This design comes from an exercise in tuning for small area, a short achievable clock period and few clock cycles on the open sky130 flow, not from production work. In this exercise RTL edits were held to simulation tests only and were not proved equivalent to the original. Power figures rest on the tool's default switching activity, not on a simulated workload.

### flow/design.v
module apx_fld (
    input  wire [5:0]  off,
    input  wire [5:0]  w,
    input  wire        lsb,
    input  wire [3:0]  cnt,
    input  wire [7:0]  din,     
    output wire [31:0] en,      
    output wire [31:0] wm,      
    output wire [7:0]  rot,
    output wire        span     
);
    wire [6:0] e    = {1'b0, off} + {1'b0, w} - 7'd1;
    wire [2:0] a    = lsb ? off[2:0] : ~e[2:0];
    wire [2:0] base = lsb ? off[5:3] : e[5:3];
    wire [4:0] d    = lsb ? ({1'b0, cnt} - {2'b0, base}) : ({2'b0, base} - {1'b0, cnt});
    wire [7:0] dsel;
    genvar k;
    generate
        for (k = 0; k < 8; k = k + 1) begin : g_rev
            assign dsel[k] = lsb ? din[7 - k] : din[k];
        end
        for (k = 0; k < 8; k = k + 1) begin : g_rot
            wire [2:0] idx = k[2:0] + a;
            assign rot[k] = dsel[idx];
        end
    endgenerate
    wire [5:0] dh;
    assign dh[0] = (d == 5'd0);
    assign dh[1] = (d == 5'd1);
    assign dh[2] = (d == 5'd2);
    assign dh[3] = (d == 5'd3);
    assign dh[4] = (d == 5'd4);
    assign dh[5] = 1'b0;
    generate
        for (k = 0; k < 32; k = k + 1) begin : g_en
            wire cy = ({1'b0, a} + (k % 8)) >= 4'd8;
            assign wm[k] = (w > k);
            assign en[k] = wm[k] & (cy ? dh[k / 8 + 1] : dh[k / 8]);
        end
    endgenerate
    assign span = (w != 6'd0) && ({1'b0, cnt} >= {2'b0, off[5:3]}) && ({1'b0, cnt} <= {2'b0, e[5:3]});
endmodule
module apx_addr (
    input  wire [5:0] off,
    input  wire [5:0] w,
    input  wire       lsb,
    input  wire [3:0] cnt,
    input  wire [7:0] din,
    output wire [5:0] en,
    output wire [5:0] wm,
    output wire [7:0] rot,
    output wire       span,
    output wire       hi_bit    
);
    wire [31:0] en32, wm32;
    apx_fld u_f (.off(off), .w(w), .lsb(lsb), .cnt(cnt), .din(din),
                 .en(en32), .wm(wm32), .rot(rot), .span(span));
    assign en = en32[5:0];
    assign wm = wm32[5:0];
    wire [6:0] e  = {1'b0, off} + {1'b0, w} - 7'd1;
    wire [6:0] lo = lsb ? ({1'b0, off} + 7'd6) : {1'b0, off};
    wire [6:0] hi = lsb ? e : (e - 7'd6);
    wire       any = (w > 6'd6);
    wire [7:0] hm;
    genvar k;
    generate
        for (k = 0; k < 8; k = k + 1) begin : g_hm
            wire [6:0] idx = {cnt, 3'd0} + k;
            assign hm[k] = (idx >= lo) && (idx <= hi) && din[7 - k];
        end
    endgenerate
    assign hi_bit = any && (|hm);
endmodule
module apx_readout (
    input  wire        clk,
    input  wire        rst,             
    input  wire        cfg_has_start,
    input  wire [7:0]  cfg_start,
    input  wire        cfg_has_end,
    input  wire [7:0]  cfg_end,
    input  wire [3:0]  cfg_payload_len,  
    input  wire        cfg_lsb,          
    input  wire [5:0]  cfg_col_off,
    input  wire [5:0]  cfg_col_w,
    input  wire [5:0]  cfg_row_off,
    input  wire [5:0]  cfg_row_w,
    input  wire [5:0]  cfg_toa_off,
    input  wire [5:0]  cfg_toa_w,
    input  wire [5:0]  cfg_tot_off,
    input  wire [5:0]  cfg_tot_w,
    input  wire        in_valid,
    input  wire [7:0]  in_data,
    output wire        in_ready,
    output wire        hit_valid,
    input  wire        hit_ready,
    output wire [5:0]  hit_col,
    output wire [5:0]  hit_row,
    output wire [31:0] hit_toa,
    output wire [31:0] hit_tot,
    output reg  [15:0] sync_loss_count,
    output reg  [15:0] err_count,
    output reg  [2:0]  last_cause
);
    localparam N_COL = 35;
    localparam N_ROW = 35;
    reg        reading;         
    reg        skipping;        
    reg [3:0]  cnt;             
    reg        rec_valid;       
    reg [31:0] toa_r, tot_r;
    reg [5:0]  col_r, row_r;
    reg        col_hi, row_hi;  
    wire [3:0] body_len = cfg_payload_len + {3'd0, cfg_has_end};
    wire       take     = reading || !cfg_has_start;
    wire       is_start = (in_data == cfg_start);
    wire       last     = (cnt + 4'd1 == body_len);
    wire       first    = (cnt == 4'd0);
    wire [31:0] toa_en, toa_wm, tot_en, tot_wm;
    wire [7:0]  toa_rot, tot_rot, col_rot, row_rot;
    wire [5:0]  col_en, col_wm, row_en, row_wm;
    wire        toa_span, tot_span, col_span, row_span, col_hb, row_hb;
    apx_fld  u_toa (.off(cfg_toa_off), .w(cfg_toa_w), .lsb(cfg_lsb), .cnt(cnt), .din(in_data),
                    .en(toa_en), .wm(toa_wm), .rot(toa_rot), .span(toa_span));
    apx_fld  u_tot (.off(cfg_tot_off), .w(cfg_tot_w), .lsb(cfg_lsb), .cnt(cnt), .din(in_data),
                    .en(tot_en), .wm(tot_wm), .rot(tot_rot), .span(tot_span));
    apx_addr u_col (.off(cfg_col_off), .w(cfg_col_w), .lsb(cfg_lsb), .cnt(cnt), .din(in_data),
                    .en(col_en), .wm(col_wm), .rot(col_rot), .span(col_span), .hi_bit(col_hb));
    apx_addr u_row (.off(cfg_row_off), .w(cfg_row_w), .lsb(cfg_lsb), .cnt(cnt), .din(in_data),
                    .en(row_en), .wm(row_wm), .rot(row_rot), .span(row_span), .hi_bit(row_hb));
    wire writes = take && (toa_span || tot_span || col_span || row_span || last);
    assign in_ready  = !rec_valid || !writes || hit_ready;
    assign hit_valid = rec_valid;
    wire accept = in_valid && in_ready;
    wire wr     = accept && take;
    reg [5:0] col_n, row_n;
    integer i;
    always @(*) begin
        for (i = 0; i < 6; i = i + 1) begin
            col_n[i] = col_en[i] ? col_rot[i] : (col_r[i] & col_wm[i]);
            row_n[i] = row_en[i] ? row_rot[i] : (row_r[i] & row_wm[i]);
        end
    end
    wire col_hi_n = (col_hi && !first) || col_hb;
    wire row_hi_n = (row_hi && !first) || row_hb;
    reg [2:0] cause;
    always @(*) begin
        if (cfg_has_end && in_data != cfg_end)
            cause = 3'd1;
        else if (col_hi_n || col_n >= N_COL)
            cause = 3'd3;
        else if (row_hi_n || row_n >= N_ROW)
            cause = 3'd4;
        else
            cause = 3'd0;
    end
    wire emit      = wr && last;
    wire push      = emit && (cause == 3'd0);
    wire dec_error = emit && (cause != 3'd0);
    wire sync_loss = accept && !take && !is_start && !skipping;
    wire pop       = rec_valid && hit_ready;
    always @(posedge clk) begin
        if (rst) begin
            reading         <= 1'b0;
            skipping        <= 1'b0;
            cnt             <= 4'd0;
            rec_valid       <= 1'b0;
            sync_loss_count <= 16'd0;
            err_count       <= 16'd0;
            last_cause      <= 3'd0;
        end else begin
            if (push)
                rec_valid <= 1'b1;
            else if (pop)
                rec_valid <= 1'b0;
            if (accept) begin
                if (take) begin
                    if (last) begin
                        reading  <= 1'b0;
                        skipping <= 1'b0;
                        cnt      <= 4'd0;
                    end else begin
                        reading  <= 1'b1;
                        cnt      <= cnt + 4'd1;
                    end
                end else if (is_start) begin
                    skipping <= 1'b0;
                    reading  <= 1'b1;
                    cnt      <= 4'd0;
                end else begin
                    skipping <= 1'b1;
                end
                if (sync_loss && sync_loss_count != 16'hFFFF)
                    sync_loss_count <= sync_loss_count + 16'd1;
                if (dec_error) begin
                    last_cause <= cause;
                    if (err_count != 16'hFFFF)
                        err_count <= err_count + 16'd1;
                end
            end
        end
    end
    always @(posedge clk) begin
        if (wr) begin
            col_r  <= col_n;
            row_r  <= row_n;
            col_hi <= col_hi_n;
            row_hi <= row_hi_n;
        end
        for (i = 0; i < 32; i = i + 1) begin
            if (wr && toa_en[i])
                toa_r[i] <= toa_rot[i % 8];
            else if (!toa_wm[i])
                toa_r[i] <= 1'b0;
            if (wr && tot_en[i])
                tot_r[i] <= tot_rot[i % 8];
            else if (!tot_wm[i])
                tot_r[i] <= 1'b0;
        end
    end
    assign hit_col = col_r;
    assign hit_row = row_r;
    assign hit_toa = toa_r;
    assign hit_tot = tot_r;
endmodule
### flow/run.sh
#!/bin/bash
# synth_recipe.tcl (not shown) runs the flow's synth.tcl, then flattens the netlist and writes it again
# the make line also repeats each setting of config.mk as NAME=value (left out here)
make -C /OpenROAD-flow-scripts/flow DESIGN_CONFIG=/design/flow/config.mk WORK_HOME=/design/flow/orfs CLKGATE_MAP_FILE= SYNTH_SCRIPT=/design/flow/synth_recipe.tcl finish
### flow/config.mk
export PLATFORM = sky130hd
export DESIGN_NAME = apx_readout
export DESIGN_NICKNAME = apx_readout
export VERILOG_FILES = /design/flow/design.v
export SDC_FILE = /design/flow/constraint.sdc
export NUM_CORES = 4
export LEC_CHECK = 0
export CAP_MARGIN = 20
export CORE_MARGIN = 2
export CORE_UTILIZATION = 30
export SLEW_MARGIN = 20
### flow/constraint.sdc
create_clock -name core_clock -period 10.0 [get_ports {clk}]
set_input_delay 2.0000 -clock core_clock [delete_from_list [all_inputs] [get_ports {clk}]]
set_output_delay 2.0000 -clock core_clock [all_outputs]
set_load 0.01 [all_outputs]
==> metrics.cfg <==
[floorplanning]
die_h_um = 218
start_util_pct = 30.4
ios = 196
die_x_um = 218
fp-row-count = 78
core_region_area_um2 = 45300
dieArea_um2 = 47600

[cells_and_area]
area_growth_pct = 22.5
final_cell_mix = 193 x clkdlybuf4s50_1, 146 x inv_1, 146 x nand2_1
utilization_pct = 37.2
final-instance-count-excl-fill = 2453
final_common_cell = clkdlybuf4s50_1
final_nets = 2077
final_layout_size_suffix_gt1_share_pct = 6.81

[grt]
antenna_found_initial = 7
grt_busiest_layer = met2
grt_use_met3_pct = 4.06
grt_pass1_vias = 12700
grt.total_usage_pct = 19.1
overflow = 0
grt_pass1_wl_um = 71300
grt_max_degree = 72
met2_usage_pct = 30.9
grt_use_met1_pct = 25.6

[critical_path]
worstReg2RegStart = cnt[1]
crit_slowest_cell = clkdlybuf4s50_1
cp.required_ns = 8.00
worstPathMaxFanout = 9
critPathMaxStageDelay_ns = 0.60
path_class = in2out
crit_chain = clkdlybuf4s50_1 -> clkinv_1 -> ha_1 -> inv_1 -> ha_1 -> a21o_1 -> a21oi_1 -> xor2_1 -> ha_1 -> a21o_1 -> a21oi_1 -> a31oi_1 -> o32a_1 -> a31oi_1 -> o211a_1 -> inv_1 -> clkdlybuf4s50_1
critPathCaptureType = output pin
crit_top_cell = ha_1
cp-start-kind = input pin
cp_data_arrival_time_ns = 6.20
startpoint = cfg_toa_w[2]

[clock_tree]
cts_setup_buffers = 0
cts_tree = yes
clk_pin_slew_worst_paths_ns = 0.06
cts.sinks = 120
cts_buffer_depth = 2
cts-buffers-inserted = 17
cts-root-buf = clkbuf_16
post_cts_resized = 0
hold_buffers = 0
worst_skew_pair.late_latency_ns = 0.44
htreeDepth = 4

[power]
total_power_w = 0.00222
power.leakage_nw = 6.65
irDropWorstVdd_v = 0.000119
p_per_area_nw_per_um2 = 132

[placed_design]
dp_hpwl_um = 35500
dp_slack_ns = 1.59
dp.cells = 2418
place_congestion = 0.930
portBuffers = 195

[synth]
synth_top_family_by_area = simple AND/OR/NAND/NOR gates
syn_nets = 1926
netlist_instances = 1687
synthArstFlopShare_pct = 0
synth_fa_ha_area_share_pct = 14.8
synth_xor_area_share_pct = 6.62
ys_types = 88
syn_area_um2 = 13800
synth-edff-count = 78
yosys_warnings = 1
synth_area_per_cell_um2 = 8.15
ys.flop_type = edfxtp_1
ys_ff_latch = 120
synth_area_leaders = edfxtp_1 17%, ha_1 13%, dfxtp_1 6.1%
synth_top_cell_by_area = edfxtp_1
synth_mux_area_share_pct = 9.07
yosysTopAreaCellShare_pct = 17.0
synth_seq_area_share_pct = 23.1
synthSimpleGateAreaFrac_pct = 20.1
synth_compound_area_share_pct = 19.6

[hold_path]
min_from = skipping
min-delay-path-class = reg2reg

[routing]
ant_nets = 0
first_pass_iters = 5
remaining_drc_errors = 0
drtIter0Drc = 864
avgViaCountPerCell = 5.32
route.final.wire_length_um = 45800
num_vias = 13000
wl_per_cell_um = 18.7

[timing]
fin_tns_setup_ns = 0
hold_violations = 0
tightestPinTransition_ns = 1.01
skew_ns = 0.0134
setup_viol = 0
maxSlewViolCount = 0
rsz0062_at_grt = no
finalWorstSetupSlack_ns = 1.80
finalCritPeriodShare_pct = 82.0
fmax_ghz = 0.122
period_needed_ns = 8.20
slew-limit-headroom_pct = 30.7

[run_status]
status = finished clean

[job]
drv_cap = 0

[cell families after synthesis]
family,Yosys count
AOI/OAI and AO/OA,426
muxes,102
adders and majority gates,156
buffers and inverters,228
xor gates and xnor gates,104
and+or+nand+nor,551
DFF,120
[registers in the layout, indices dropped and copies added, names as in the netlist]
signal           count
err_count           16
rec_valid            1
last_cause           3
tot_r               32
cnt                  4
col_hi               1
toa_r               32
skipping             1
reading              1
sync_loss_count     16
row_hi               1
row_r                6
col_r                6
[per-layer routing]
layer,wire length [µm],vias to the layer above
met5,60,-
met4,972,8
met3,2720,70
met2,20900,391
met1,21200,6211
li1,-,6367
[metrics by stage]
step / cell area [µm²] / hold slack (ns)
5_1_grt: 16800 / 0.477
6_report: 16800 / 0.465
3_3_place_gp: 16200 / 0.448
2_1_floorplan: 13800 / 0.437
4_1_cts: 16800 / 0.463
3_5_place_dp: 16200 / 0.454
[final cells by class]
class                   instances  area [µm²]
diodes                          2        5.00
clock buffers                  22         528
clock inverters                10         100
fillers                      4658       28400
inverters                     151         567
multi-input cells            1339        9660
flip-flops and latches        120        3180
well taps                     600         751
repair buffers                209        2050
[power breakdown]
group	internal, W	switching [W]	leakage (nW)
clock	0.000403	0.000255	0.313
combinational	0.000401	0.000589	5.27
sequential	0.000561	0.0000142	1.07
total	0.00136	0.000858	6.65
[worst max-delay path, delay by kind of cell]
kind	cells	cell delay [ns]
adders and majority gates	3	0.96
AOI/OAI and AO/OA	8	1.44
xor gates and xnor gates	1	0.20
buffers and inverters	5	1.58
[worst paths after layout]
| check | endpoint | slack (ns) | depth (start not counted) |
|---|---|---|---|
| worst max-delay path | in_ready | 1.80 | 17 |
| worst min-delay path | skipping | 0.47 | 2 |
| worst max register to register | err_count[9] | 4.64 | 14 |
| worst min register to register | skipping | 0.47 | 2 |
[Yosys cell counts, types with 14 or more instances]
cell	number
nand3_1	44
dfxtp_1	42
mux2_2	32
o211ai_1	17
nand2b_1	22
nor2_1	131
ha_1	144
o22ai_1	15
xnor2_1	69
xor2_1	35
edfxtp_1	78
inv_1	146
nand2_1	146
mux2i_1	41
clkbuf_1	53
nor3_1	41
or3_1	23
o21ai_0	123
mux2_1	15
nor2b_1	32
o21bai_1	14
nor3b_1	25
a31oi_1	15
a21o_1	29
a21oi_1	111
a211oi_1	19
Testbench counts, summed over its fixed seeds: cycles 41,250.

what the ideal ports hide:
No port has a modelled driver above. Below, the same layout with a new extraction and two added sets of constraints. Step 1, drivers: a clkbuf_16 drives clk and a buf_2 each remaining input, both assumed. Step 2 moves the port delays by t, midway between the first and last clock arrival at a register: inputs arrive t later, outputs are due t later. That takes back most of the time a late clock gives input paths. Slacks: ideal / step 1 / step 2; pairs: ideal / step 1.
t (ns): 0.487
setup WS [ns]: 1.802 / 1.778 / 1.470
cell pins on the clock port's net: 1
After both steps setup and hold are still met in this run. The setup slack of this run moves by -0.024 ns with the drivers and by -0.332 ns with both steps.
